This is an optimization exercise on Yosys and OpenROAD, whose aim is small area, a short achievable clock period and few clock cycles per item, not a production implementation.
In this exercise RTL edits were held to simulation tests only and were not proved equivalent to the original.
Power figures rest on the tool's default switching activity, not on a simulated workload.

==> design.v <==
module mslut_enc (
    input  wire        clk,
    input  wire        rst,
    input  wire        req_valid,
    input  wire        req_we,
    input  wire [7:0]  req_addr,
    input  wire [31:0] req_wdata,
    output wire        req_ready,
    output wire        rsp_valid,
    output wire        rsp_err,
    output wire [31:0] rsp_rdata
);
    wire       al      = (req_addr[1:0] == 2'b00);
    wire [5:0] wa      = req_addr[7:2];
    wire a_ctrl   = al && (wa == 6'd0);
    wire a_status = al && (wa == 6'd1);
    wire a_sample = al && (wa == 6'd2);
    wire a_diag   = al && (wa == 6'd3);
    wire a_errinf = al && (wa == 6'd4);
    wire a_mslut  = al && (wa[5:3] == 3'b001);
    wire a_sel    = al && (wa == 6'd16);
    wire a_start  = al && (wa == 6'd17);
    wire a_win    = al && (wa == 6'd20);
    wire a_recon  = al && (wa == 6'd21);
    wire a_orig   = al && (wa == 6'd22);
    wire mapped   = a_ctrl | a_status | a_sample | a_diag | a_errinf | a_mslut |
                    a_sel | a_start | a_win | a_recon | a_orig;
    reg [3:0]  ph;               
    reg [8:0]  scount;
    reg        range_flag;
    reg        wr_ign;
    reg        busy;
    reg        res_ok;           
    reg        err_flag;         
    reg [1:0]  errcode;
    reg        ei_cb, ei_rb;
    reg [7:0]  win_idx;
    reg [255:0] raw;             
    reg [7:0]   r_x1, r_x2, r_x3;
    reg [1:0]   r_w0, r_w1, r_w2, r_w3;
    reg [7:0]   r_s0;            
    reg [7:0]   r_s90;           
    reg [7:0]  prev;
    reg [7:0]  maxs;
    reg        step_bad, pat_bad;
    reg [7:0]  err_idx;          
    reg [1:0]  zc;               
    reg [2:0]  zm;               
    reg [7:0]  zx1, zx2, zx3;
    reg [1:0]  zb0, zb1, zb2;
    reg        pend;
    reg        err_q;
    reg [31:0] rd_q;
    reg        owait;            
    reg        sq;               
    reg [7:0]  sq_p;
    reg        fresh;            
    reg [7:0]  sq_acc;
    reg        sq_v;             
    wire [3:0] ph1 = ph + 4'd1;
    assign req_ready = scount[8] | (ph1 == scount[3:0]);
    wire acc    = req_valid & req_ready;
    wire acc_wr = acc & req_we;
    wire acc_rd = acc & ~req_we;
    wire wfast = al & ~req_addr[7] & ~req_addr[5] & ~req_addr[2];
    wire wbad  = req_addr[3] & (req_addr[4] ^ req_addr[6]);
    assign rsp_valid = (req_valid & req_we & req_ready & wfast) | pend;
    assign rsp_err   = (req_valid & wbad) | err_q;
    assign rsp_rdata = rd_q;
    wire wr_ctrl   = acc_wr & a_ctrl;
    wire wr_sample = acc_wr & a_sample;
    wire do_clear  = wr_ctrl & ~busy & req_wdata[1];
    wire do_start  = wr_ctrl & ~busy & ~req_wdata[1] & req_wdata[0];
    wire do_sample = wr_sample & ~busy;
    wire st        = do_sample & ~scount[8];
    wire [7:0] v   = req_wdata[7:0];
    wire [255:0] taps;           
    wire [255:0] home0;          
    wire [7:0]   home_s0;        
    genvar gr, ge;
    generate
        for (gr = 0; gr < 16; gr = gr + 1) begin : g_ring
            reg [127:0] rv;      
            wire st_r = st && (scount[7:4] == gr);
            always @(posedge clk)
                rv <= {rv[119:0], st_r ? v : rv[127:120]};
            assign taps[16*gr +: 16] = {rv[127:120], rv[63:56]};
            for (ge = 0; ge < 16; ge = ge + 1) begin : g_el
                assign home0[16*gr + ge] = rv[8*(15-ge)];
            end
        end
    endgenerate
    assign home_s0 = g_ring[0].rv[127:120];
    wire [8:0] dd  = {1'b0, v} - {1'b0, prev};
    wire       dsm = (dd[8:2] == 7'd0);       
    wire dv0 = dsm & (dd[1:0] == 2'd0);
    wire dv1 = dsm & (dd[1:0] == 2'd1);
    wire dv2 = dsm & (dd[1:0] == 2'd2);
    wire dv3 = dsm & (dd[1:0] == 2'd3);
    wire d_ok = dv0 | dv1 | dv2 | dv3;
    wire [2:0] d_adm = {dv2 | dv3, dv1 | dv2, dv0 | dv1};
    wire zhit = |(zm & d_adm);
    wire [7:0] sidx = scount[7:0] - 8'd1;    
    function [1:0] lowbit3;
        input [2:0] m;
        lowbit3 = m[0] ? 2'd0 : (m[1] ? 2'd1 : 2'd2);
    endfunction
    always @(posedge clk) begin
        if (st) begin
            prev <= v;
            if (scount[7:0] == 8'd0) begin
                maxs     <= v;
                step_bad <= 1'b0;
                pat_bad  <= 1'b0;
                zc       <= 2'd0;
                zm       <= 3'b111;
                zx1      <= 8'd255;
                zx2      <= 8'd255;
                zx3      <= 8'd255;
            end else begin
                if (v > maxs)
                    maxs <= v;
                if (!step_bad && !d_ok) begin
                    step_bad <= 1'b1;
                    err_idx  <= sidx;
                end
                if (!pat_bad) begin
                    if (!zhit) begin
                        case (zc)
                            2'd0: begin zb0 <= lowbit3(zm); zx1 <= sidx; end
                            2'd1: begin zb1 <= lowbit3(zm); zx2 <= sidx; end
                            2'd2: begin zb2 <= lowbit3(zm); zx3 <= sidx; end
                            default: begin
                                pat_bad <= 1'b1;
                                if (!step_bad && d_ok)
                                    err_idx <= sidx;
                            end
                        endcase
                        zc <= zc + 2'd1;
                        zm <= d_adm;
                    end else begin
                        zm <= zm & d_adm;
                    end
                end
            end
        end
    end
    wire shape_bad = (scount != 9'd256) | range_flag;
    wire ready_now = shape_bad | step_bad | pat_bad | (ph == 4'd15);
    wire commit    = (do_start | busy) & ready_now & ~sq & ~owait;
    wire commit_ok = commit & ~(shape_bad | step_bad | pat_bad);
    wire [1:0] blast = lowbit3(zm);
    wire [1:0] cw0 = ((zc > 2'd0) ? zb0 : blast) + 2'd1;
    wire [1:0] cw1 = ((zc > 2'd1) ? zb1 : blast) + 2'd1;
    wire [1:0] cw2 = ((zc > 2'd2) ? zb2 : blast) + 2'd1;
    wire [1:0] cw3 = blast + 2'd1;
    always @(posedge clk) begin
        if (rst) begin
            busy     <= 1'b0;
            res_ok   <= 1'b0;
            err_flag <= 1'b0;
        end else begin
            if (do_start)
                busy <= 1'b1;
            if (commit) begin
                busy <= 1'b0;
                if (shape_bad | step_bad | pat_bad) begin
                    res_ok   <= 1'b0;
                    err_flag <= 1'b1;
                end else begin
                    res_ok   <= 1'b1;
                    err_flag <= 1'b0;
                end
            end
        end
    end
    always @(posedge clk) begin
        if (commit) begin
            if (shape_bad) begin
                errcode  <= 2'd1;
                r_s0     <= 8'd0;
                ei_cb    <= (scount != 9'd256);
                ei_rb    <= range_flag;
                r_s90    <= 8'd0;
            end else if (step_bad) begin
                errcode  <= 2'd2;
                r_s0     <= err_idx;
                ei_cb    <= 1'b0;
                ei_rb    <= 1'b0;
                r_s90    <= maxs;
            end else if (pat_bad) begin
                errcode  <= 2'd3;
                r_s0     <= err_idx;
                ei_cb    <= 1'b0;
                ei_rb    <= 1'b0;
                r_s90    <= maxs;
            end else begin
                raw   <= home0;
                r_s0  <= home_s0;
                r_s90 <= maxs;           
                r_x1  <= zx1;
                r_x2  <= zx2;
                r_x3  <= zx3;
                r_w0  <= cw0;
                r_w1  <= cw1;
                r_w2  <= cw2;
                r_w3  <= cw3;
            end
        end
    end
    always @(posedge clk) begin
        if (rst) begin
            ph         <= 4'd0;
            scount     <= 9'd0;
            range_flag <= 1'b0;
            wr_ign     <= 1'b0;
            win_idx    <= 8'd0;
        end else begin
            ph <= ph1;
            if ((wr_ctrl | wr_sample) & busy)
                wr_ign <= 1'b1;
            if (do_clear) begin
                scount     <= 9'd0;
                range_flag <= 1'b0;
                wr_ign     <= 1'b0;
            end
            if (do_sample) begin
                if (req_wdata[31:8] != 24'd0)
                    range_flag <= 1'b1;
                if (scount != 9'd257)
                    scount <= scount + 9'd1;
            end
            if (acc_wr & a_win)
                win_idx <= req_wdata[7:0];
        end
    end
    wire [2:0]  widx = sq ? sq_pn[7:5] : req_addr[4:2];
    wire [288:0] raw_x = {33'd0, raw};
    wire [32:0] rw = raw_x[{widx, 5'd0} +: 33];
    function [31:0] therm5;      
        input [4:0] x;
        integer k;
        for (k = 0; k < 32; k = k + 1)
            therm5[k] = (k >= x);
    endfunction
    wire [31:0] th1 = therm5(r_x1[4:0]);
    wire [31:0] th2 = therm5(r_x2[4:0]);
    wire [31:0] th3 = therm5(r_x3[4:0]);
    wire f0 = (r_w0 == 2'd2), f1 = (r_w1 == 2'd2);
    wire f2 = (r_w2 == 2'd2), f3 = (r_w3 == 2'd2);
    wire c1 = f0 ^ f1, c2 = f1 ^ f2, c3 = f2 ^ f3;
    wire g1 = c1 & (widx > r_x1[7:5]), e1 = c1 & (widx == r_x1[7:5]);
    wire g2 = c2 & (widx > r_x2[7:5]), e2 = c2 & (widx == r_x2[7:5]);
    wire g3 = c3 & (widx > r_x3[7:5]), e3 = c3 & (widx == r_x3[7:5]);
    wire [31:0] h1 = {32{g1}} | ({32{e1}} & th1);
    wire [31:0] h2 = {32{g2}} | ({32{e2}} & th2);
    wire [31:0] h3 = {32{g3}} | ({32{e3}} & th3);
    wire [31:0] flip = {32{f0}} ^ h1 ^ h2 ^ h3;
    reg [31:0] tw;               
    integer b;
    always @(*) begin
        for (b = 0; b < 32; b = b + 1)
            tw[b] = rw[b] ^ rw[b+1] ^ flip[b];
        if (widx == 3'd7)
            tw[31] = 1'b0;       
    end
    function [7:0] bl;           
        input [1:0] w;
        input [7:0] len;
        bl = (w == 2'd2) ? len : (w == 2'd3) ? {len[6:0], 1'b0} : 8'd0;
    endfunction
    wire [7:0] upper = r_s90 - r_s0 - bl(r_w0, r_x1) - bl(r_w1, r_x2 - r_x1) -
                       bl(r_w2, r_x3 - r_x2) - bl(r_w3, 8'd255 - r_x3);
    wire [2:0] nz = (r_x3 != 8'd255) ? 3'd4 : (r_x2 != 8'd255) ? 3'd3 :
                    (r_x1 != 8'd255) ? 3'd2 : 3'd1;
    wire warn = (res_ok | err_flag) & (r_s90 > 8'd247);
    wire eshow = err_flag & ~busy;
    wire [31:0] status_word = {7'd0, scount, 5'd0, 1'b0, eshow ? errcode : 2'd0, 2'd0,
                               range_flag, wr_ign, warn & ~busy, eshow,
                               res_ok & ~busy, busy};
    reg [31:0] rdmux;
    always @(*) begin
        rdmux = 32'd0;
        if (a_mslut | sq)
            rdmux = res_ok ? tw : 32'd0;
        else if (a_status)
            rdmux = status_word;
        else if (a_diag)
            rdmux = res_ok ? {8'd0, r_s90, 5'd0, nz, upper} :
                    err_flag ? {8'd0, r_s90, 16'd0} : 32'd0;
        else if (a_errinf)
            rdmux = err_flag ? {14'd0, ei_rb, ei_cb, 8'd0, r_s0} : 32'd0;
        else if (a_sel)
            rdmux = res_ok ? {r_x3, r_x2, r_x1, r_w3, r_w2, r_w1, r_w0} : 32'd0;
        else if (a_start)
            rdmux = res_ok ? {8'd0, r_s90, 8'd0, r_s0} : 32'd0;
        else if (a_win)
            rdmux = {24'd0, win_idx};
    end
    wire [3:0] odl   = ph - win_idx[3:0];      
    wire       o_hit = (odl[2:0] == 3'd7);
    wire [7:0] o_tap = taps[{win_idx[7:4], odl[3], 3'd0} +: 8];
    wire       sq_fwd = ~win_idx[7];
    wire [7:0] sp = sq_p;
    wire [7:0] sq_pn = sq_fwd ? sp + 8'd1 : sp - 8'd1;
    wire [7:0] sq_last = sq_fwd ? win_idx - 8'd1 : win_idx;
    wire [1:0] sw = (sp >= r_x3) ? r_w3 : (sp >= r_x2) ? r_w2 :
                    (sp >= r_x1) ? r_w1 : r_w0;
    wire [1:0] sq_d = (sw - 2'd1) + {1'b0, rd_q[sp[4:0]]};
    wire [7:0] sq_next = sq_fwd ? (sq_acc + {6'd0, sq_d}) : (sq_acc - {6'd0, sq_d});
    always @(posedge clk) begin
        rd_q <= rdmux;           
        if (rst) begin
            pend  <= 1'b0;
            err_q <= 1'b0;
            owait <= 1'b0;
            sq    <= 1'b0;
            fresh <= 1'b0;
        end else begin
            pend  <= 1'b0;
            err_q <= 1'b0;
            if (st)
                fresh <= 1'b0;
            if (commit && !(shape_bad | step_bad | pat_bad))
                fresh <= 1'b1;
            if (acc_wr && !wfast) begin
                pend  <= 1'b1;
                err_q <= ~mapped;
            end
            if (acc_rd) begin
                if (!mapped) begin
                    rd_q  <= 32'd0;
                    pend  <= 1'b1;
                    err_q <= 1'b1;
                end else if (a_orig || (a_recon && res_ok && fresh)) begin
                    if (o_hit) begin
                        rd_q <= {24'd0, o_tap};
                        pend <= 1'b1;
                    end else begin
                        owait <= 1'b1;
                    end
                end else if (a_recon) begin
                    if (!res_ok) begin
                        rd_q <= 32'd0 - {24'd0, win_idx};
                        pend <= 1'b1;
                    end else if (win_idx == 8'd0) begin
                        rd_q <= {24'd0, r_s0};
                        pend <= 1'b1;
                    end else if (win_idx == 8'd255) begin
                        rd_q <= {24'd0, r_s90};
                        pend <= 1'b1;
                    end else begin
                        sq     <= 1'b1;
                        sq_v   <= 1'b0;
                        sq_p   <= 8'd255;    
                        if (commit_ok)
                            sq_acc <= sq_fwd ? home_s0 : maxs;
                        else
                            sq_acc <= sq_fwd ? r_s0 : r_s90;
                    end
                end else begin
                    rd_q <= rdmux;
                    pend <= 1'b1;
                end
            end
            if (owait && o_hit) begin
                rd_q  <= {24'd0, o_tap};
                pend  <= 1'b1;
                owait <= 1'b0;
            end
            if (sq) begin
                sq_v <= 1'b1;
                sq_p <= sq_pn;
                if (sq_v) begin
                    sq_acc <= sq_next;
                    if (sq_p == sq_last) begin
                        rd_q <= {24'd0, sq_next};
                        pend <= 1'b1;
                        sq   <= 1'b0;
                    end
                end
            end
        end
    end
endmodule
==> flow/run.sh <==
#!/bin/bash
# The standard layout (the standard.sh), with timing repair asked to leave
# 8 ns of setup slack at the design's clock period, so that it also shortens
# paths that already meet the clock. The clock, constraints and scripts are
# the standard ones. The make output goes to standard.log.
set -euo pipefail
export SETUP_SLACK_MARGIN=8
bash standard.sh > standard.log 2>&1
==> standard.sh <==
#!/bin/bash
# synth_recipe.tcl (not shown) runs the flow's synth.tcl, then flattens the netlist and writes it again
# the make line also repeats each setting of config.mk as NAME=value (left out here)
make -C /OpenROAD-flow-scripts/flow DESIGN_CONFIG=/design/flow/config.mk WORK_HOME=/design/flow/orfs CLKGATE_MAP_FILE= SYNTH_SCRIPT=/design/flow/synth_recipe.tcl "${@:-finish}"
==> config.mk <==
export PLATFORM = sky130hd
export DESIGN_NAME = mslut_enc
export DESIGN_NICKNAME = mslut_enc
export VERILOG_FILES = /design/flow/design.v
export SDC_FILE = /design/flow/constraint.sdc
export NUM_CORES = 4
export LEC_CHECK = 0
export CAP_MARGIN = 20
export CORE_MARGIN = 2
export CORE_UTILIZATION = 65
export CTS_BUF_LIST = sky130_fd_sc_hd__clkbuf_16
export CTS_CLUSTER_DIAMETER = 60
export CTS_CLUSTER_SIZE = 30
export SLEW_MARGIN = 20
==> constraint.sdc <==
create_clock -name core_clock -period 14.0 [get_ports {clk}]
set_input_delay 2.8000 -clock core_clock [delete_from_list [all_inputs] [get_ports {clk}]]
set_output_delay 2.8000 -clock core_clock [all_outputs]
set_load 0.01 [all_outputs]
==> results.toml, run 1 <==
[worst_hold_path]
min_from = "g_ring[5].rv[31]"
min_to = "g_ring[5].rv[39]"
min_path_type = "reg2reg"
hold_depth = 0

[clock_network]
clk_pin_slew_ps = 100
htree_levels = 3
cts_buffer_depth = 3
cts_tree = "done"
clk-insertion-delay-late_ps = 740
root_buffer = "clkbuf_16"
cts_buffers = 114
clock_sink_count = 2497

[power_and_ir_drop]
swShare_pct = 21.2
ir_drop_uv = 149
comb_power_share_pct = 2.0
powerDensity_nw_per_um2 = 146
netSwitchingPower_mw = 2.44
p_int_mw = 9.03
power_frac_seq_pct = 63.3
leakage_nw = 30.8
power.total_mw = 11.5
p_clk_share_pct = 34.7

[cells_and_area]
synthToLayoutAreaGrowth_pct = 9.76
drive_above_1_share_pct = 12.0
final_common_cell = "dfxtp_1"
final_core_util_pct = 72.1
n_fill_cell = 6953
nNetsFinal = 5241
regArea_um2 = 53900
layout_common_cells = "dfxtp_1 (2,108), edfxtp_1 (386), nand2_1 (308)"
multiInputGateArea_um2 = 16900
finish.instance_area_um2 = 78700

[synthesis]
syn_inst = 4944
synth_nets = 5123
synth-compound-area-share_pct = 5.43
synth_area_leaders = "dfxtp_1 (59%), edfxtp_1 (16%), mux2i_1 (2.6%), mux2_2 (2.3%), mux4_2 (2.2%)"
synth_top_family_by_area = "multiplexers"
synthAdderAreaFrac_pct = 2.69
synth_xor_xnor_area_share_pct = 2.79
synth-async-reset-ratio_pct = 0
synthMuxAreaShare_pct = 7.17
seq_area_frac_synth_pct = 75.1
ys.flop_type = "dfxtp_1"
yosys_warnings = 1
syn-cell-area_um2 = 71700
synth_top_area_cell = "dfxtp_1"
synth-simple-area-share_pct = 5.00
yosysUniqueCellTypes = 98
synth_top_area_share_pct = 58.9
avgSynthCellArea_um2 = 14.5
synth_edf_count = 386
ys_ff_latch = 2497

[global_route]
antenna_found_initial = 4
grt_pass1_vias = 36600
overflow = 0
grt_pass1_wl_um = 241000
grt.total_usage_pct = 29.2
grt_start_max_net_pins = 168

[floorplan]
initial_core_util_pct = 65.7
row_count = 121
ios = 79
die_y_um = 336
core_region_area_um2 = 109000
die_w_um = 336
fp.dieArea_um2 = 113000

[critical_path]
cp-start-kind = "primary input"
cpPeakStageDelay_ps = 550
worstSetupPathType = "in2out"
cpLargestDelayFamily = "simple AND/OR/NAND/NOR gates"
crit_slowest_cell = "or4_4"
end_kind = "primary output"
cp.required_ps = 11200
path_cells = "buf_6 > or4_4 > inv_2 > a31o_4 > buf_6"
critPathArrivalTime_ps = 3760
r2r_cells = 26
timing.rr.start = "r_x2[1]"
worst-path-buf-inv = 3
reg2reg_slack_ps = 8170
crit_top_cell = "buf_6"
rr_endpoint = "rd_q[7]"
path_max_fanout = 2

[timing]
setup_violations = 0
post-route-period-util_pct = 46.8
clock_skew_ps = 34.1
worst_pin_slew_ps = 1180
fin_setup_tns_ps = 0
timing.final.max_slew_violations = 0
slew_headroom_pct = 21.1
setup_ws_ps = 7440
max_freq_ghz = 0.152
timing_hold_violations_final = 0
rsz0062_at_grt = "yes"
min_period_ps = 6560

[placement]
place_area_um2 = 74100
portBuffers = 78
gp_congestion = 0.980
dp_hpwl_um = 109000
pre_cts_ws_ps = 5780

[route]
dr.pass1.iters = 9
postRouteAntennaNets = 0
vias = 37000
drt-total-wl_um = 165000
first_iter_violations = 3460
via_per_inst = 5.60
avgRoutedWirePerCell_um = 24.9
route.detailed.drc = 0

[job]
maxCapViolations = 0

[run_status]
outcome = "no timing/DRC/antenna violations"
[cells by family after synthesis]
kind of cell               Yosys count
xor gates and xnor gates           220
DFF                               2497
and+or+nand+nor                    774
muxes                              407
adders and majority gates          135
buffers and inverters              315
AOI/OAI and AO/OA                  596
[power groups by stage]
stage          Sequential [mW]  Clock, mW  Combinational [mW]
3_5_place_dp              7.42          0               0.221
3_3_place_gp              7.42          0               0.220
4_1_cts                   7.26       4.05               0.225
6_report                  7.26       3.99               0.228
5_1_grt                   7.26       4.30               0.242
2_1_floorplan             7.42          0               0.154
[synthesized netlist by cell type, types with 39 or more instances]
cell type  instances
nand3_1           65
mux2_2           148
clkbuf_1         114
xor2_1            43
nor3_1            39
inv_1            132
mux4_2            69
dfxtp_1         2111
a21oi_1          151
mux2i_1          185
nor2_1           169
edfxtp_1         386
ha_1             103
xnor2_1          172
nand2_1          323
a31oi_1           48
o21ai_0          131
[how the worst max path moves through the flow]
stage	from	slack, ps	depth (start not counted)	end
after floorplan	req_addr[1]	7530	4	rsp_valid
after global placement	req_addr[3]	5840	19	rd_q[5]
after detailed placement	req_addr[3]	5780	19	rd_q[5]
after CTS	req_addr[1]	7430	5	rsp_valid
after global routing	req_addr[0]	7430	5	rsp_valid
final	req_addr[0]	7440	5	rsp_valid
[area by class of cell]
type	instances	share of cell area [%]
Clock buffer	119	3.78
Tap cell	1476	2.35
Inverter	138	0.706
Clock inverter	67	1.21
Sequential cell	2497	68.4
Antenna cell	1	0.00318
Timing Repair Buffer	177	2.04
Timing Repair inverter	1	0.0111
Multi-Input combinational cell	2133	21.5
[per-stage QoR]
step           cells  hold WS [ps]
2_1_floorplan   4944           310
3_3_place_gp    6376           310
3_5_place_dp    6376           312
4_1_cts         6577           292
5_1_grt         6608           311
6_report        6609           310
[routing by layer]
layer	global-route usage (%)	routed length (um)	vias up
met2	46.6	75500	1229
li1	-	-	17200
met1	40.3	71000	18200
met4	12.7	8360	4
met3	4.31	9690	381
met5	0	26	-
[registers in the layout, summed over array words and instances, names as in the netlist, 9 cells and up, named ones only]
register	count
rd_q	32
raw	256
g_ring.rv	2048
scount	9
[worst reg2reg max path, cell delays in order (launching register included)]
cell and delay (ps):
edfxtp_1 400, buf_6 160, buf_6 140, buf_4 190, fa_2 380, nand2_1 80, nand2_1 70, a21oi_2 160
o21ai_1 90, a21oi_1 160, xnor2_1 120, a21o_1 190, and2_1 160, fa_1 480, inv_1 60, fa_1 530
inv_1 60, fa_2 560, inv_1 70, ha_4 260, a21oi_2 160, o21ai_2 100, xnor2_2 150, xnor2_1 140
xnor2_1 170, a221oi_2 500, o22ai_1 160
[what timing repair did]
item | CTS | global route
gates resized for setup | 97 | 70
cloned | 2 | 2
buffers inserted | 13 | 29
pin swaps | 5 | 23
endpoints found under the hold margin | 0 | 0
hold buffers | 0 | 0
setup endpoints to repair | 406 | 386
Testbench counts, summed over its fixed seeds: cycles 14,590, waveforms 48.
==> inputs of run 2 (changes only) <==
--- a/design.v
+++ b/design.v
@@ -63,6 +63,6 @@
     wire acc_wr = acc & req_we;
     wire acc_rd = acc & ~req_we;
-    wire wfast = al & ~req_addr[7] & ~req_addr[5] & ~req_addr[2];
-    wire wbad  = req_addr[3] & (req_addr[4] ^ req_addr[6]);
+    wire wfast = ~(req_addr[7] | req_addr[5] | req_addr[2]);
+    wire wbad  = req_addr[1] | req_addr[0] | (req_addr[3] & (req_addr[4] ^ req_addr[6]));
     assign rsp_valid = (req_valid & req_we & req_ready & wfast) | pend;
     assign rsp_err   = (req_valid & wbad) | err_q;
@@ -148,5 +148,5 @@
     wire shape_bad = (scount != 9'd256) | range_flag;
     wire ready_now = shape_bad | step_bad | pat_bad | (ph == 4'd15);
-    wire commit    = (do_start | busy) & ready_now & ~sq & ~owait;
+    wire commit    = (do_start | busy) & ready_now;
     wire commit_ok = commit & ~(shape_bad | step_bad | pat_bad);
     wire [1:0] blast = lowbit3(zm);
@@ -364,4 +364,8 @@
                 end
             end
+            if (sq && commit_ok) begin
+                sq    <= 1'b0;
+                owait <= 1'b1;
+            end
             if (owait && o_hit) begin
                 rd_q  <= {24'd0, o_tap};
@@ -369,5 +373,5 @@
                 owait <= 1'b0;
             end
-            if (sq) begin
+            if (sq && !commit_ok) begin
                 sq_v <= 1'b1;
                 sq_p <= sq_pn;
==> flow/run.sh (replaced) <==
#!/bin/bash
# The standard layout (the standard.sh), with timing repair asked to leave
# 7.7 ns of setup slack at the design's clock period, so that it also
# shortens paths that already meet the clock. The clock, constraints and
# scripts are the standard ones. The make output goes to standard.log.
set -euo pipefail
export SETUP_SLACK_MARGIN=7.7
bash standard.sh > standard.log 2>&1
--- a/config.mk
+++ b/config.mk
@@ -10,5 +10,5 @@
 export CORE_UTILIZATION = 65
 export CTS_BUF_LIST = sky130_fd_sc_hd__clkbuf_16
-export CTS_CLUSTER_DIAMETER = 60
-export CTS_CLUSTER_SIZE = 30
+export CTS_CLUSTER_DIAMETER = 50
+export CTS_CLUSTER_SIZE = 24
 export SLEW_MARGIN = 20
==> run 2 against run 1 <==
Compared with the run above:
- still clean
- non-clock buffer count shrank 2
- combinational power is 13% higher
- hold slack better by 3.3 ps
- register-to-register slack got worse by 500 ps
- wire length is 4.0% higher
- utilization increased by 0.74 points
- final area up 0.88%
- sequential share of layout area down 0.60 points
- largest cell class unchanged
==> results.toml, run 2 <==
[floorplan]
die_w_um = 336
core_region_area_um2 = 109000
initial_core_util_pct = 65.6
fp.dieArea_um2 = 113000
row_count = 121
ios = 79
die_y_um = 336

[cells_and_area]
synthToLayoutAreaGrowth_pct = 11.1
multiInputGateArea_um2 = 16700
reg_top3 = "g_ring.rv: 2048 flops, raw: 256 flops, rd_q: 32 flops"
final_core_util_pct = 72.9
regArea_um2 = 53900
n_fill_cell = 6555
final_common_cell = "dfxtp_1"
nNetsFinal = 5296
largest_register_ffs = 2048
layout_common_cells = "dfxtp_1 (2,108), edfxtp_1 (386), nand2_1 (367)"
regMostFlops = "g_ring.rv"
diodes = 0
drive_above_1_share_pct = 13.1

[clock_network]
cts_tree = "done"
clk_pin_slew_ps = 110
cts_buffers = 153
root_buffer = "clkbuf_16"
clock_sink_count = 2497
cts_buffer_depth = 3
clk-insertion-delay-late_ps = 790
htree_levels = 4

[power_and_ir_drop]
leakage_nw = 30.7
ir_drop_uv = 187
powerDensity_nw_per_um2 = 154
p_int_mw = 9.63
p_clk_share_pct = 38.6
power_frac_seq_pct = 59.3
netSwitchingPower_mw = 2.61
comb_power_share_pct = 2.1
swShare_pct = 21.3

[route]
postRouteAntennaNets = 0
vias = 37800
dr.pass1.iters = 6
route.detailed.drc = 0
first_iter_violations = 3308
avgRoutedWirePerCell_um = 25.8
drt-total-wl_um = 171000
via_per_inst = 5.70

[synthesis]
syn_inst = 4968
synth_nets = 5147
synth_top_area_share_pct = 59.1
yosys_warnings = 1
seq_area_frac_synth_pct = 75.3
ys.flop_type = "dfxtp_1"
yosysMostFrequentCell = "dfxtp_1"
ys_ff_latch = 2497
avgSynthCellArea_um2 = 14.4
synth-async-reset-ratio_pct = 0
syn-cell-area_um2 = 71500
synth_edf_count = 386
yosysUniqueCellTypes = 92
synth_top_area_cell = "dfxtp_1"
synth_area_leaders = "dfxtp_1 (59%), edfxtp_1 (16%), mux4_2 (3.1%), xnor2_1 (2.3%), mux2_2 (2.1%)"
synthTopCellsByCount = "dfxtp_1 (2,111), edfxtp_1 (386), nand2_1 (370)"

[global_route]
grt_start_max_net_pins = 191
antenna_found_initial = 3
grt_pass1_vias = 38400
overflow = 0
grt_pass1_wl_um = 253000
grt.total_usage_pct = 30.8

[placement]
dp_hpwl_um = 109000
gp_congestion = 1.02
portBuffers = 78

[critical_path]
end_kind = "primary output"
crit_slowest_cell = "a211o_1"
worst-path-buf-inv = 3
path_max_fanout = 3
crit_top_cell = "buf_6"
cpLargestDelayFamily = "compound AO/OA/AOI/OAI gates"
cpPeakStageDelay_ps = 290
path_cells = "buf_6 > buf_12 > a211o_1 > a21o_1 > buf_6"
worstSetupPathType = "in2out"
cp.required_ps = 11200
cp-start-kind = "primary input"
critPathArrivalTime_ps = 3600

[timing]
min_period_ps = 6400
setup_violations = 0
max_freq_ghz = 0.156
slew_headroom_pct = 24.8
rsz0062_at_grt = "yes"
timing_hold_violations_final = 0
timing.final.max_slew_violations = 0
fin_setup_tns_ps = 0
worst_pin_slew_ps = 1130
post-route-period-util_pct = 45.7
clock_skew_ps = 60.3

[job]
maxCapViolations = 0

[run_status]
outcome = "no timing/DRC/antenna violations"

[worst_hold_path]
min_path_type = "reg2reg"
## run 2: changes by cell type in the layout (fill, tap and decap cells not counted), moves of 15 or more
cell / change
and3_1: +40
xnor2_1: +19
nand2_1: +59
mux4_2: +29
a31oi_1: -17
a31o_2: +17
a21boi_0: -20
xor2_1: +15
clkbuf_16: +37
nand3_1: +20
a21oi_1: +32
mux2i_1: -147
## run 2: final timing paths
kind | to | slack, ps | from | depth (start not counted)
setup / recovery | rsp_err | 7600 | req_addr[3] | 5
hold / removal | g_ring[8].rv[13] | 310 | g_ring[8].rv[5] | 0
setup reg to reg | rd_q[7] | 7670 | r_x1[1] | 25
hold reg to reg | g_ring[8].rv[13] | 310 | g_ring[8].rv[5] | 0
## run 2: what timing repair did
action	CTS	global route
pin swaps	7	7
gates cloned	0	0
hold endpoints to repair	0	0
gates resized for setup	74	35
hold buffers	0	0
buffers inserted	13	11
endpoints found under the setup margin	119	85
## run 2: power by group through the flow
stage                     Sequential, mW  Combinational (mW)  Clock [mW]
after global placement              7.42               0.251           0
after floorplan                     7.42               0.169           0
after detailed placement            7.42               0.254           0
after CTS                           7.26               0.257        4.80
final                               7.26               0.258        4.73
after global routing                7.26               0.277        5.05
## run 2: cell families (layout without fill, tap and decap cells)
logic type | count (synthesis) | count (layout) | share of synthesized area (%)
AOI/OAI and AO/OA | 606 | 606 | 5.48
xor gates and xnor gates | 249 | 249 | 3.10
adders and majority gates | 136 | 136 | 2.71
buffers and inverters | 314 | 563 | 1.76
DFF | 2497 | 2497 | 75.3
muxes | 273 | 273 | 5.80
and+or+nand+nor | 893 | 893 | 5.81
## run 2: layout make-up
class	count	area share, %
Multi-Input combinational cell	2157	21.0
Timing Repair Buffer	175	1.96
Sequential cell	2497	67.8
Clock buffer	157	4.95
Inverter	133	0.666
Clock inverter	98	1.41
Tap cell	1414	2.23
## run 2: worst reg2reg max path: stages (launching register included)
cell        delay [ps]
edfxtp_1           360
buf_6              190
clkinvlp_4         220
ha_1               330
nor2b_1            130
o21ai_1            170
nor2b_4            190
xnor2_1            170
mux2_2             200
nand2_1             80
fa_1               500
fa_1               550
inv_1               60
fa_1               520
inv_1               40
ha_1               340
a21o_1             210
a31oi_2            200
o21ai_1            130
xnor2_1            290
xnor2_1            180
xor2_1             160
a41o_1             310
or3b_4             390
a31oi_1            140
o22ai_1             80
## run 2: stage by stage
stage / area (um^2) / power (mW) / hold slack, ps / std cells / setup slack [ps]
2_1_floorplan: 71700 / 7.59 / 310 / 4968 / 581
3_3_place_gp: 74000 / 7.67 / 310 / 6351 / 5910
3_5_place_dp: 74000 / 7.68 / 312 / 6351 / 5850
4_1_cts: 79200 / 12.3 / 318 / 6619 / 7570
5_1_grt: 79400 / 12.6 / 318 / 6631 / 7470
6_report: 79400 / 12.2 / 313 / 6631 / 7600
## run 2: per-layer routing
layer  routed length (um)  vias to the layer above  track usage [%]
met5                    0                        -                0
met4                 7480                        0             13.1
met3                10000                      358             5.06
met2                80600                     1304             49.4
met1                73000                    18800             41.9
li1                     -                    17400                -
Testbench counts of run 2, summed over its fixed seeds: cycles 14,590, waveforms 48.
==> inputs of run 3 (changes only) <==
--- a/config.mk
+++ b/config.mk
@@ -10,5 +10,5 @@
 export CORE_UTILIZATION = 65
 export CTS_BUF_LIST = sky130_fd_sc_hd__clkbuf_16
-export CTS_CLUSTER_DIAMETER = 50
-export CTS_CLUSTER_SIZE = 24
+export CTS_CLUSTER_DIAMETER = 60
+export CTS_CLUSTER_SIZE = 30
 export SLEW_MARGIN = 20
==> run 3 against run 2 <==
Compared with the run above:
- critical path depth stayed put
- sequential power hardly changed
- global-route usage is 1.3 points lower
- wire length is 3.4% lower
- clock power is 17% lower
- fmax hardly changed
- sequential share of layout area is 1.1 points higher
==> results.toml, run 3 <==
[global_route]
use_met1_pct = 40.9
antenna_found_initial = 1
grt_start_max_net_pins = 191
overflow = 0
grt.total_usage_pct = 29.5
grt_pass1_vias = 37000
grt_pass1_wl_um = 243000
grt_busiest_layer = "met2"
use_met3_pct = 4.45
met2_usage_pct = 46.8

[synthesis]
syn-cell-area_um2 = 71500
synth-async-reset-ratio_pct = 0
yosysMostFrequentCell = "dfxtp_1"
synth_area_leaders = "dfxtp_1 (59%), edfxtp_1 (16%), mux4_2 (3.1%), xnor2_1 (2.3%), mux2_2 (2.1%)"
seq_area_frac_synth_pct = 75.3
synth_edf_count = 386
synth_top_area_share_pct = 59.1
yosys_warnings = 1
ys_ff_latch = 2497
synthTopCellsByCount = "dfxtp_1 (2,111), edfxtp_1 (386), nand2_1 (370)"
synth_top_area_cell = "dfxtp_1"
yosysUniqueCellTypes = 92
synth_nets = 5147
ys.flop_type = "dfxtp_1"
avgSynthCellArea_um2 = 14.4
syn_inst = 4968

[placement]
post-place-cells = 6351
place_area_um2 = 74000
dp_hpwl_um = 109000
portBuffers = 78
pre_cts_ws_ps = 5850
gp_congestion = 1.02

[critical_path]
rr_endpoint = "rd_q[7]"
r2r_cells = 25
end_kind = "primary output"
cp-start-kind = "primary input"
timing.rr.start = "r_x2[0]"
worstSetupPathType = "in2out"
critPathArrivalTime_ps = 3610
reg2reg_slack_ps = 7610
path_max_fanout = 3
cp.required_ps = 11200

[timing]
post-route-period-util_pct = 45.8
setup_violations = 0
worst_pin_slew_ps = 1210
fin_setup_tns_ps = 0
slew_headroom_pct = 19.2
setup_ws_ps = 7590
timing_hold_violations_final = 0
max_freq_ghz = 0.156
min_period_ps = 6410
timing.final.max_slew_violations = 0
rsz0062_at_grt = "yes"
clock_skew_ps = 41.8

[floorplan]
ios = 79
die_w_um = 336
die_y_um = 336
fp.dieArea_um2 = 113000
core_region_area_um2 = 109000
row_count = 121
initial_core_util_pct = 65.6

[cells_and_area]
synthToLayoutAreaGrowth_pct = 9.27
regMostFlops = "g_ring.rv"
regArea_um2 = 53900
final_cells = 6552
layout_common_cells = "dfxtp_1 (2,108), edfxtp_1 (386), nand2_1 (367)"
n_fill_cell = 6802
finish.instance_area_um2 = 78100
nNetsFinal = 5257
reg_top3 = "g_ring.rv: 2048 flops, raw: 256 flops, rd_q: 32 flops"
final_common_cell = "dfxtp_1"
drive_above_1_share_pct = 11.9
multiInputGateArea_um2 = 16600
largest_register_ffs = 2048

[route]
avgRoutedWirePerCell_um = 25.2
vias = 37300
first_iter_violations = 3167
route.detailed.drc = 0
dr.pass1.iters = 8
postRouteAntennaNets = 0
drt-total-wl_um = 165000
via_per_inst = 5.69

[worst_hold_path]
min_path_type = "reg2reg"
hold_depth = 0
min_to = "g_ring[15].rv[55]"
min_from = "g_ring[15].rv[47]"

[clock_network]
postCtsHoldBufs = 0
cts_tree = "done"
cts_buffer_depth = 3
cts_buffers = 115
htree_levels = 3
clock_sink_count = 2497
root_buffer = "clkbuf_16"
clk_pin_slew_ps = 100
clk-insertion-delay-late_ps = 750

[power_and_ir_drop]
netSwitchingPower_mw = 2.46
p_clk_share_pct = 34.4
p_int_mw = 8.99
comb_power_share_pct = 2.2
power_frac_seq_pct = 63.4
powerDensity_nw_per_um2 = 147
leakage_nw = 30.1
swShare_pct = 21.5
ir_drop_uv = 155

[job]
maxCapViolations = 0

[run_status]
outcome = "no timing/DRC/antenna violations"
-- run 3: critical path, cell delays in order --
cell and delay [ps]:
buf_6 100, buf_12 130, a211o_1 290, a21o_1 170
buf_6 120
-- run 3: final cells by class --
| type | count | area share, % |
|---|---|---|
| Sequential cell | 2497 | 68.9 |
| Multi-Input combinational cell | 2158 | 21.3 |
| Clock buffer | 118 | 3.78 |
| Tap cell | 1414 | 2.26 |
| Timing Repair Buffer | 173 | 1.96 |
| Clock inverter | 58 | 1.06 |
| Inverter | 133 | 0.668 |
| Antenna cell | 1 | 0.00320 |
-- run 3: timing repair --
item / CTS / global route
setup buffers: 14 / 9
pin swaps: 7 / 8
cloned: 0 / 1
setup endpoints to repair: 134 / 141
gates resized for setup: 74 / 28
-- run 3: worst max-delay path by stage --
stage                 startpoint         to  slack [ps]
finish               req_addr[3]    rsp_err        7590
CTS                  req_addr[3]    rsp_err        7570
detailed placement   req_addr[4]    rd_q[7]        5850
global route        req_wdata[0]  flip-flop        7440
floorplan            req_addr[7]    r_w0[0]         580
global placement     req_addr[4]    rd_q[7]        5910
-- run 3: power by group through the flow --
| stage | combinational, mW | sequential [mW] | clock (mW) |
|---|---|---|---|
| after detailed placement | 0.254 | 7.42 | 0 |
| after global placement | 0.251 | 7.42 | 0 |
| after floorplan | 0.169 | 7.42 | 0 |
| final | 0.258 | 7.26 | 3.93 |
| after global routing | 0.276 | 7.26 | 4.24 |
| after CTS | 0.257 | 7.26 | 3.99 |
-- run 3: routing by layer --
layer | routed length [um] | share of wire, %
met5 | 0 | 0
met3 | 10200 | 6.2
met2 | 76300 | 46
met1 | 71300 | 43
met4 | 7420 | 4.5
-- run 3: logic make-up (layout without fill, tap and decap cells) --
| family | count (synthesis) | count (layout) | share of synthesized area [%] |
|---|---|---|---|
| other | 0 | 1 | 0 |
| buffers and inverters | 314 | 482 | 1.76 |
| and+or+nand+nor | 893 | 894 | 5.81 |
| xor gates and xnor gates | 249 | 249 | 3.10 |
| AOI/OAI and AO/OA | 606 | 606 | 5.48 |
| adders and majority gates | 136 | 136 | 2.71 |
| muxes | 273 | 273 | 5.80 |
| DFF | 2497 | 2497 | 75.3 |
-- run 3: through the flow --
| stage | utilization [%] | power [mW] | hold WS (ps) |
|---|---|---|---|
| floorplan | - | 7.59 | 310 |
| global placement | 67.9 | 7.67 | 310 |
| detailed placement | 67.9 | 7.68 | 312 |
| CTS | 71.5 | 11.5 | 315 |
| global route | 71.7 | 11.8 | 308 |
| finish | 71.7 | 11.4 | 310 |
==> inputs of run 4 (changes only) <==
--- a/design.v
+++ b/design.v
@@ -41,4 +41,5 @@
     reg [7:0]   r_s0;            
     reg [7:0]   r_s90;           
+    reg [7:0]   r_u;             
     reg [7:0]  prev;
     reg [7:0]  maxs;
@@ -155,4 +156,11 @@
     wire [1:0] cw2 = ((zc > 2'd2) ? zb2 : blast) + 2'd1;
     wire [1:0] cw3 = blast + 2'd1;
+    function [7:0] bl;           
+        input [1:0] w;
+        input [7:0] len;
+        bl = (w == 2'd2) ? len : (w == 2'd3) ? {len[6:0], 1'b0} : 8'd0;
+    endfunction
+    wire [7:0] c_upper = prev - home_s0 - bl(cw0, zx1) - bl(cw1, zx2 - zx1) -
+                         bl(cw2, zx3 - zx2) - bl(cw3, 8'd255 - zx3);
     always @(posedge clk) begin
         if (rst) begin
@@ -206,4 +214,5 @@
                 r_w2  <= cw2;
                 r_w3  <= cw3;
+                r_u   <= c_upper;
             end
         end
@@ -265,11 +274,4 @@
             tw[31] = 1'b0;       
     end
-    function [7:0] bl;           
-        input [1:0] w;
-        input [7:0] len;
-        bl = (w == 2'd2) ? len : (w == 2'd3) ? {len[6:0], 1'b0} : 8'd0;
-    endfunction
-    wire [7:0] upper = r_s90 - r_s0 - bl(r_w0, r_x1) - bl(r_w1, r_x2 - r_x1) -
-                       bl(r_w2, r_x3 - r_x2) - bl(r_w3, 8'd255 - r_x3);
     wire [2:0] nz = (r_x3 != 8'd255) ? 3'd4 : (r_x2 != 8'd255) ? 3'd3 :
                     (r_x1 != 8'd255) ? 3'd2 : 3'd1;
@@ -287,5 +289,5 @@
             rdmux = status_word;
         else if (a_diag)
-            rdmux = res_ok ? {8'd0, r_s90, 5'd0, nz, upper} :
+            rdmux = res_ok ? {8'd0, r_s90, 5'd0, nz, r_u} :
                     err_flag ? {8'd0, r_s90, 16'd0} : 32'd0;
         else if (a_errinf)
==> run 4 against run 3 <==
Compared with the run above:
- synthesized cell count up 2.5%
- register-to-register slack better by 240 ps
- area after synthesis up 0.95%
- combinational power down 7%
- non-clock buffer count down 16
- first-iteration DRC count up 8.7%
- clock-buffer cell count unchanged
- fmax up 1.1%
- utilization down 0.45 points
- sequential share of layout area down 0.11 points
- hold slack better by 12 ps
- total power up 0.60%
- critical path type unchanged
==> results.toml, run 4 <==
[synthesis]
syn_inst = 5093
yosysUniqueCellTypes = 91
synth_area_leaders = "dfxtp_1 (59%), edfxtp_1 (16%), xnor2_1 (2.3%), mux2_2 (2.2%), mux4_2 (2.2%)"
avgSynthCellArea_um2 = 14.2
synth_top_area_share_pct = 58.6
synth_edf_count = 394
yosysMostFrequentCell = "dfxtp_1"
yosys_warnings = 1
synthTopCellsByCount = "dfxtp_1 (2,111), edfxtp_1 (394), nand2_1 (364)"
ys.flop_type = "dfxtp_1"
synth_top_area_cell = "dfxtp_1"
synth-async-reset-ratio_pct = 0
synth_nets = 5276
seq_area_frac_synth_pct = 75.0
syn-cell-area_um2 = 72200
ys_ff_latch = 2505

[clock_network]
postCtsHoldBufs = 0
cts_buffer_depth = 3
root_buffer = "clkbuf_16"
htree_levels = 3
cts_buffers = 114
clk-insertion-delay-late_ps = 770
clock_sink_count = 2505
clk_pin_slew_ps = 100
cts_tree = "done"

[route]
dr.pass1.iters = 6
drt-total-wl_um = 165000
first_iter_violations = 3442
vias = 37700
via_per_inst = 5.60
route.detailed.drc = 0
avgRoutedWirePerCell_um = 24.5
postRouteAntennaNets = 0

[timing]
min_period_ps = 6340
setup_violations = 0
hold_slack_ps = 322
post-route-period-util_pct = 45.3
fin_setup_tns_ps = 0
worst_pin_slew_ps = 1160
rsz0062_at_grt = "yes"
max_freq_ghz = 0.158
timing_hold_violations_final = 0
clock_skew_ps = 72.6
timing.final.max_slew_violations = 0
slew_headroom_pct = 21.8

[global_route]
antenna_found_initial = 5
grt_pass1_vias = 36700
grt_pass1_wl_um = 242000
overflow = 0
grt_start_max_net_pins = 80
grt.total_usage_pct = 29.1

[cells_and_area]
reg_top3 = "g_ring.rv: 2048 flops, raw: 256 flops, rd_q: 32 flops"
final_common_cell = "dfxtp_1"
largest_register_ffs = 2048
final_core_util_pct = 71.2
regMostFlops = "g_ring.rv"
drive_above_1_share_pct = 10.3
layout_common_cells = "dfxtp_1 (2,108), edfxtp_1 (394), nand2_1 (364)"
synthToLayoutAreaGrowth_pct = 8.90
nNetsFinal = 5367

[job]
maxCapViolations = 0

[floorplan]
fp.dieArea_um2 = 114000
ios = 79
initial_core_util_pct = 65.4
die_w_um = 337
core_region_area_um2 = 110000
row_count = 122
die_y_um = 337

[critical_path]
end_kind = "primary output"
worstSetupPathType = "in2out"
critPathArrivalTime_ps = 3540
path_max_fanout = 4
cp.required_ps = 11200
cp-start-kind = "primary input"

[placement]
gp_congestion = 1.04
portBuffers = 78
dp_hpwl_um = 110000

[worst_hold_path]
min_path_type = "reg2reg"

[power_and_ir_drop]
power.total_mw = 11.5
leakage_nw = 30.7
ir_drop_uv = 134
powerDensity_nw_per_um2 = 147

[run_status]
outcome = "no timing/DRC/antenna violations"
-- run 4: metrics by stage --
step | worst slack, ps | instance area (um^2) | instances
after floorplan | 5380 | 72200 | 5093
after global placement | 5200 | 74500 | 6534
after detailed placement | 5480 | 74500 | 6534
after CTS | 7660 | 78500 | 6724
after global routing | 7500 | 78600 | 6735
final | 7660 | 78600 | 6736
-- run 4: path summary, 6_finish.rpt --
| path | startpoint | end | slack (ps) | cells past startpoint |
|---|---|---|---|---|
| setup / recovery | req_addr[7] | rsp_valid | 7660 | 5 |
| hold / removal | g_ring[3].rv[64] | g_ring[3].rv[72] | 320 | 0 |
| setup reg to reg | r_x2[3] | rd_q[7] | 7850 | 26 |
| hold reg to reg | g_ring[3].rv[64] | g_ring[3].rv[72] | 320 | 0 |
-- run 4: area by class of cell --
| cell class | count | area [um^2] |
|---|---|---|
| flip-flops and latches | 2505 | 54100 |
| clock buffers | 118 | 2950 |
| fillers | 7259 | 31800 |
| diodes | 1 | 2.50 |
| clock inverters | 61 | 866 |
| repair buffers | 157 | 1430 |
| multi-input cells | 2251 | 16800 |
| well taps | 1488 | 1860 |
| inverters | 155 | 599 |
-- run 4: where the power goes --
| group | internal (mW) | leakage (nW) | switching (mW) |
|---|---|---|---|
| combinational | 0.0854 | 7.87 | 0.154 |
| clock | 1.69 | 1.87 | 2.30 |
| sequential | 7.28 | 21.0 | 0.00387 |
| total | 9.06 | 30.7 | 2.46 |
-- run 4: kinds of logic (layout without fill, tap and decap cells) --
logic type      count (synthesis)  in the layout  share of synthesized area [%]
mux                           281            281                           5.34
flops                        2505           2505                           75.0
compound gates                651            651                           5.81
buf+inv                       337            491                           1.97
other cells                     0              1                              0
fa+ha+maj                     140            140                           2.76
xor+xnor                      260            260                           3.18
simple gates                  919            919                           5.99
-- run 4: worst max-delay path: stages --
cell    delay, ps
buf_8         110
or2_4         250
nor2_2         80
a21o_1        160
buf_2         140
-- run 4: metal layers --
| layer | vias up | track usage [%] | part of all wire, % |
|---|---|---|---|
| met4 | 4 | 8.93 | 3.0 |
| met5 | - | 0 | 0.013 |
| met2 | 1223 | 46.6 | 46 |
| met3 | 293 | 4.00 | 6.0 |
| met1 | 18600 | 41.5 | 44 |
| li1 | 17600 | - | - |
-- run 4: timing repair --
item                                    4_1_cts  5_1_grt
resized for setup                            80       17
buffers inserted                              9       11
endpoints found under the setup margin      268      164
cloned                                        2        0
pin swaps                                     8        3
Testbench counts of run 4, summed over its fixed seeds: cycles 14,590, waveforms 48.
==> inputs of run 5 (changes only) <==
--- a/config.mk
+++ b/config.mk
@@ -10,5 +10,5 @@
 export CORE_UTILIZATION = 65
 export CTS_BUF_LIST = sky130_fd_sc_hd__clkbuf_16
-export CTS_CLUSTER_DIAMETER = 60
-export CTS_CLUSTER_SIZE = 30
+export CTS_CLUSTER_DIAMETER = 50
+export CTS_CLUSTER_SIZE = 24
 export SLEW_MARGIN = 20
==> run 5 against run 4 <==
Compared with the run above:
- total power grew 6.2%
- die area is the same
- global-route usage grew 0.61 points
- area after synthesis is the same
- hold slack lost 11 ps
- register-to-register slack lost 250 ps
- critical path depth grew 22
- wire length grew 1.5%
- fmax shrank 0.93%
- critical endpoint is now rd_q[7]
- highest routed layer is now met4
==> results.toml, run 5 <==
[run_status]
outcome = "no timing/DRC/antenna violations"

[synthesis]
synthTopCellsByCount = "dfxtp_1 (2,111), edfxtp_1 (394), nand2_1 (364)"
ys_ff_latch = 2505
synth_top_area_cell = "dfxtp_1"
seq_area_frac_synth_pct = 75.0
synth_nets = 5276
synth_edf_count = 394
synth_area_leaders = "dfxtp_1 (59%), edfxtp_1 (16%), xnor2_1 (2.3%), mux2_2 (2.2%), mux4_2 (2.2%)"
synth_top_area_share_pct = 58.6
yosysMostFrequentCell = "dfxtp_1"
yosys_warnings = 1
syn_inst = 5093
avgSynthCellArea_um2 = 14.2
synth-async-reset-ratio_pct = 0
ys.flop_type = "dfxtp_1"
yosysUniqueCellTypes = 91
syn-cell-area_um2 = 72200

[power_and_ir_drop]
ir_drop_uv = 159
leakage_nw = 31.3
power.total_mw = 12.2
powerDensity_nw_per_um2 = 153

[placement]
gp_congestion = 1.04
portBuffers = 78
pre_cts_ws_ps = 5480
post-place-cells = 6534
dp_hpwl_um = 110000
place_area_um2 = 74500

[clock_network]
clk-insertion-delay-late_ps = 790
root_buffer = "clkbuf_16"
cts_buffer_depth = 3
cts_tree = "done"
clk_pin_slew_ps = 90
clock_sink_count = 2505
cts_buffers = 150
htree_levels = 4
postCtsHoldBufs = 0

[critical_path]
cpPeakStageDelay_ps = 920
worst-path-buf-inv = 1
end_kind = "flip-flop"
cpLargestDelayFamily = "compound AO/OA/AOI/OAI gates"
path_max_fanout = 14
critPathArrivalTime_ps = 7010
crit_slowest_cell = "edfxtp_1"
worstSetupPathType = "reg2reg"
cp.required_ps = 14620
cp-start-kind = "flip-flop"
crit_top_cell = "a21oi_1"

[route]
first_iter_violations = 3374
dr.pass1.iters = 5
vias = 38200
postRouteAntennaNets = 0
route.detailed.drc = 0
via_per_inst = 5.62
drt-total-wl_um = 168000
avgRoutedWirePerCell_um = 24.7

[timing]
post-route-period-util_pct = 45.7
min_period_ps = 6400
rsz0062_at_grt = "yes"
clock_skew_ps = 66.9
timing.final.max_slew_violations = 0
max_freq_ghz = 0.156
slew_headroom_pct = 22.1
fin_setup_tns_ps = 0
setup_ws_ps = 7600
worst_pin_slew_ps = 1160
hold_slack_ps = 311
setup_violations = 0
timing_hold_violations_final = 0

[cells_and_area]
n_fill_cell = 6993
final_core_util_pct = 72.3
nNetsFinal = 5394
reg_top3 = "g_ring.rv: 2048 flops, raw: 256 flops, rd_q: 32 flops"
final_common_cell = "dfxtp_1"
synthToLayoutAreaGrowth_pct = 10.5
final_cells = 6794
layout_common_cells = "dfxtp_1 (2,108), edfxtp_1 (394), nand2_1 (364)"
regMostFlops = "g_ring.rv"
drive_above_1_share_pct = 11.1
largest_register_ffs = 2048
finish.instance_area_um2 = 79700

[global_route]
antenna_found_initial = 3
grt.total_usage_pct = 29.7
grt_pass1_wl_um = 246000
grt_start_max_net_pins = 80
overflow = 0
grt_pass1_vias = 37300

[job]
maxCapViolations = 0

[floorplan]
core_region_area_um2 = 110000
fp.dieArea_um2 = 114000
die_y_um = 337
row_count = 122
ios = 79
initial_core_util_pct = 65.4
die_w_um = 337

[worst_hold_path]
min_path_type = "reg2reg"
-- run 5: cell counts after synthesis --
No cell type changed its count.
-- run 5: area by class of cell --
cell class                 count  area, um^2  share of cell area (%)
tap                         1488        1860                    2.33
timing repair buffer         148        1360                    1.71
clock buffer                 154        3850                    4.83
multi-input combinational   2251       16800                    21.0
inverter                     155         599                   0.752
clock inverter                91        1180                    1.48
sequential                  2505       54100                    67.8
antenna                        2        5.00                 0.00628
-- run 5: final timing paths --
kind                                          from                  to  slack, ps  depth (start not counted)
worst max-delay path                       r_x2[2]             rd_q[7]       7600                         27
worst min-delay path            g_ring[13].rv[110]  g_ring[13].rv[118]        310                          0
worst max register to register             r_x2[2]             rd_q[7]       7600                         27
worst min register to register  g_ring[13].rv[110]  g_ring[13].rv[118]        310                          0
-- run 5: logic make-up (layout without fill, tap and decap cells) --
logic type | count (synthesis) | after routing | share of synthesized area (%)
other | 0 | 2 | 0
multiplexers | 281 | 281 | 5.34
XOR/XNOR | 260 | 260 | 3.18
flip-flops | 2505 | 2505 | 75.0
AO/OA/AOI/OAI | 651 | 651 | 5.81
buffers and inverters | 337 | 548 | 1.97
AND/OR/NAND/NOR | 919 | 919 | 5.99
adder cells (fa/ha/maj) | 140 | 140 | 2.76
-- run 5: power by group --
group	total (mW)	switching [mW]	internal [mW]	leakage (nW)
Combinational	0.240	0.154	0.0853	7.83
Sequential	7.28	0.00378	7.28	21.0
Clock	4.71	2.41	2.29	2.50
-- run 5: timing repair --
action                                  CTS  global route
gates resized for setup                  78            19
gates cloned                              2             0
endpoints found under the setup margin  253           128
setup buffers                             7             4
pin swaps                                 7             4
-- run 5: metal layers --
layer  track usage, %  wire length, um
met1             41.8            73700
met2             47.9            78100
met5                0                0
met4             8.90             5140
met3             4.64            10700

-- what the ideal ports hide --
How much do the figures lean on ideal ports? The routed layouts below were timed once more, with nothing changed but the port constraints. Step 1: set_driving_cell puts a clkbuf_16 on clk and a buf_2 on each other input, an assumption about the parent block. Step 2, shift: input delay + t, output delay - t, t = (earliest + latest rising clock arrival at the registers) / 2. This alone moves slack from input paths to output paths. Slacks: ideal ports / drivers / drivers and shift; pairs: ideal ports / drivers.
| run | shift t [ns] | slack for setup (ns) | latest minus earliest clock arrival (ns) |
|---|---|---|---|
| run 1 | 0.796 | 7.442 / 7.406 / 7.309 | 0.041 / 0.041 |
| run 2 | 0.823 | 7.596 / 7.525 / 7.006 | 0.066 / 0.066 |
| run 3 | 0.811 | 7.594 / 7.526 / 7.043 | 0.048 / 0.048 |
| run 4 | 0.817 | 7.661 / 7.621 / 7.096 | 0.075 / 0.075 |
| run 5 | 0.834 | 7.602 / 7.602 / 7.047 | 0.071 / 0.070 |
After both steps every run listed still meets setup and hold. The setup slack of run 2, which loses most, moves by -0.071 ns with the drivers and by -0.590 ns with both steps.
